From an optimization exercise on the open Yosys and OpenROAD flow, aimed at small area; shortcuts taken in it are not production practice.
At most, simulation tests tie the RTL to the original design; equivalence was not proved.
No activity file was given, so power comes from the tool's default toggle rates.

Setup of run A:
// wspr_enc
module wspr_enc (
  input  wire       clk,
  input  wire       rst,       
  input  wire       we,        
  input  wire [7:0] addr,      
  input  wire [7:0] wdata,
  output reg  [7:0] rdata      
);
==> flow/config.mk <==
export PLATFORM = sky130hd
export DESIGN_NAME = wspr_enc
export DESIGN_NICKNAME = wspr_enc
export VERILOG_FILES = /design/flow/design.v
export SDC_FILE = /design/flow/constraint.sdc
export NUM_CORES = 4
export LEC_CHECK = 0
export ABC_AREA = 1
export CAP_MARGIN = 20
export CORE_MARGIN = 2
export CORE_UTILIZATION = 40
export GPL_TIMING_DRIVEN = 0
export PLACE_DENSITY = 0.6
export SLEW_MARGIN = 20
==> flow/constraint.sdc <==
create_clock -name core_clock -period 25.0 [get_ports {clk}]
set_input_delay 5.0000 -clock core_clock [delete_from_list [all_inputs] [get_ports {clk}]]
set_output_delay 5.0000 -clock core_clock [all_outputs]
set_load 0.01 [all_outputs]
standard.sh (not shown) runs the stock make flow with config.mk's settings and CLKGATE_MAP_FILE= SYNTH_SCRIPT=/design/flow/synth_recipe.tcl, a recipe that flattens the netlist after the stock synthesis.
==> flow/flow/run.sh <==
#!/bin/bash
# Standard layout, with clock tree synthesis told not to add dummy loads.
set -e
export CTS_ARGS="-sink_clustering_enable -repair_clock_nets -buf_list sky130_fd_sc_hd__clkbuf_4 -sink_clustering_size 8 -sink_clustering_max_diameter 40 -dont_use_dummy_load"
bash standard.sh > standard.log 2>&1
Relative to run A, the following input files were edited for run B:
--- a/flow/design.v
+++ b/flow/design.v
@@ -66,13 +66,12 @@
   reg [1:0]  mtype;           
   reg        f_pn, f_lall, f_lpos, f_sp4;
   reg [2:0]  carry;           
   reg [7:1]  dl;              
   reg        hcar;            
   reg [80:0] E, O;            
-  reg        M0;              
   integer    i;
   wire sfx_two = (sfx >= 8'd36);
   wire sfx_bad = (sfx > 8'd81);
   wire [3:0] len4 = call_len[3:0];
   wire [3:0] comp_len = use_sfx ? (len4 + (sfx_two ? 4'd3 : 4'd2)) : (len4 + 4'd4);
   wire comp_bad = (comp_len < 4'd3) || (comp_len > 4'd10);
@@ -249,13 +248,13 @@
       2'd2: last_mop = use_sfx ? 3'd2 : 3'd4;
       default: last_mop = 3'd2;
     endcase
   end
   wire       alu_run = (cnt != 6'd0);
   wire [4:0] bix = cnt[4:0] - 5'd1;           
-  wire       head = (ph == PH_NPASS) ? O[53] : M0;
+  wire       head = (ph == PH_NPASS) ? O[53] : O[31];
   reg        d_raw;
   always @* begin
     case (d_sel)
       D_VAL:   d_raw = (bix < 5'd6) && val[bix[2:0]];
       D_PWR:   d_raw = (bix < 5'd8) && power[bix[2:0]];
       D_SFX:   d_raw = (bix < 5'd8) && sfx[bix[2:0]];
@@ -334,28 +333,34 @@
       else                                     kb = 8'h00;
     end
   end
   wire [3:0] seed_lo = comp_len + 4'd1;
   wire seed_bit = (cnt[4:0] < 5'd4) ? seed_lo[cnt[1:0]] : SEEDC[cnt[4:0]];
   wire h_init = (ph == PH_HINIT);
-  wire h_a    = h_init ? seed_bit : (O[17] ^ E[49]);
+  wire h_a    = h_init ? seed_bit : (O[16] ^ E[49]);
   wire h_b    = h_init ? kb[cnt[2:0]] : !y_rot;
   wire h_cin  = (cnt[4:0] == 5'd0) ? !h_init : hcar;
   wire h_out  = h_a ^ h_b ^ h_cin;
   wire h_cout = (h_a & h_b) | (h_a & h_cin) | (h_b & h_cin);
   wire m_conv  = (ph == PH_CONV);
   wire m_clear = (ph == PH_CLEAR);
   wire m_hpass = (ph == PH_MPASS) && (mtype == 2'd3) && (op == 3'd0) && alu_run;
   wire m_hash  = (ph == PH_HINIT) || (ph == PH_HSTEP) || m_hpass;
   wire m_nring = (ph == PH_NPASS) && alu_run;
   wire m_mring = (ph == PH_MPASS) && alu_run;
   wire u       = O[32];
   wire uc      = m_conv && u;
-  wire hash_tail = m_hpass ? O[17] : h_out;
-  wire pre0 = M0 && POLY0[5'd31 - cnt[4:0]];
-  wire pre1 = M0 && POLY1[5'd31 - cnt[4:0]];
+  wire hash_tail = m_hpass ? O[16] : h_out;
+  reg [31:0] p1d;    
+  always @* begin
+    p1d[0] = 1'b0;
+    for (i = 1; i < 32; i = i + 1)
+      p1d[i] = POLY1[32-i];
+  end
+  wire pre0 = O[31] && POLY0[5'd31 - cnt[4:0]];
+  wire pre1 = O[31] && p1d[cnt[4:0]];
   reg [2:0] chk_err;
   always @* begin
     chk_err = E_NONE;
     if (mtype == 2'd0)                    chk_err = E_CMD;
     else if (call_len > 8'd10)            chk_err = E_CALL;
     else if (f_pn)                        chk_err = E_CHAR;
@@ -495,32 +500,31 @@
     if (m_conv || m_hash) begin
       for (i = 32; i < 80; i = i + 1)
         E[i] <= E[i+1];
       E[80] <= m_conv ? E[0] : hash_tail;
     end
     if (m_conv || m_clear) begin
-      for (i = 0; i < 17; i = i + 1)
+      for (i = 0; i < 16; i = i + 1)
         O[i] <= O[i+1] ^ (uc && POLY1[31-i]);
     end
     if (m_conv || m_clear || m_hash) begin
-      for (i = 17; i < 31; i = i + 1)
+      for (i = 16; i < 30; i = i + 1)
         O[i] <= O[i+1] ^ (uc && POLY1[31-i]);
-      O[31] <= m_hash ? E[0] : (m_conv ? (u && POLY1[0]) : pre1);
+      O[30] <= m_hash ? E[0] : (m_conv ? (O[31] ^ (uc && POLY1[1])) : pre1);
     end
     if (m_conv || m_mring) begin
+      O[31] <= m_conv ? (u && POLY1[0]) : O[32];
       for (i = 32; i < 52; i = i + 1)
         O[i] <= O[i+1];
       O[52] <= m_conv ? O[53] : alu_out;
     end
     if (m_conv || m_nring) begin
       for (i = 53; i < 80; i = i + 1)
         O[i] <= O[i+1];
       O[80] <= m_conv ? O[0] : alu_out;
     end
-    if (m_mring)
-      M0 <= O[32];
   end
   wire [31:0] lo = 32'd1 << addr[4:0];
   wire [7:0]  hi = 8'd1 << addr[7:5];
   reg  [7:0]  rd_g0;           
   always @* begin
     rd_g0 = 8'h00;
==> results.txt <==
- Compared with run A, run B is the less power-hungry design.
- Taking run A as the reference point, the area of the core of run B rises by 2.1%.
- Diff run A -> run B | global-route wire length before repair | increase of 5.8%
- Worst setup slack for run B: 0.27 ns up relative to run A
- [compare] base=run A new=run B: initial antenna violation count -1, wire length +6000 um, die outline area +1100 um2.
- Hold violation count in the final report: run B vs run A identical
Function not checked in run B: the RTL went through the layout flow alone.

## static timing again, ports no longer ideal
Ports are ideal in the flow. The routed layouts listed here were re-timed in OpenROAD.
Step 1 (the two cells are an assumption about what drives the block):
set clk [get_ports {clk}]
set_driving_cell -lib_cell sky130_fd_sc_hd__clkbuf_16 $clk
set_driving_cell -lib_cell sky130_fd_sc_hd__buf_2 [delete_from_list [all_inputs] $clk]
Step 2 times the ports against the registers' clock, not the clock port: input delays grow and output delays shrink by t, the midpoint of the rising clock arrivals with the driver on.
a / b / c = no drivers / after step 1 / after step 2; a / b = the first two.
run | t (ns) | slack for setup (ns) | worst data-port slew with drivers (ns) | pins driven straight from the clock port
run A | 0.855 | 15.346 / 15.378 / 14.524 | 0.04 | 1
run B | 0.863 | 15.614 / 15.646 / 14.783 | 0.05 | 1
After both steps every run listed still meets setup and hold. For run B, which loses most, drivers alone change the setup slack by +0.032 ns; drivers and shift together by -0.831 ns.
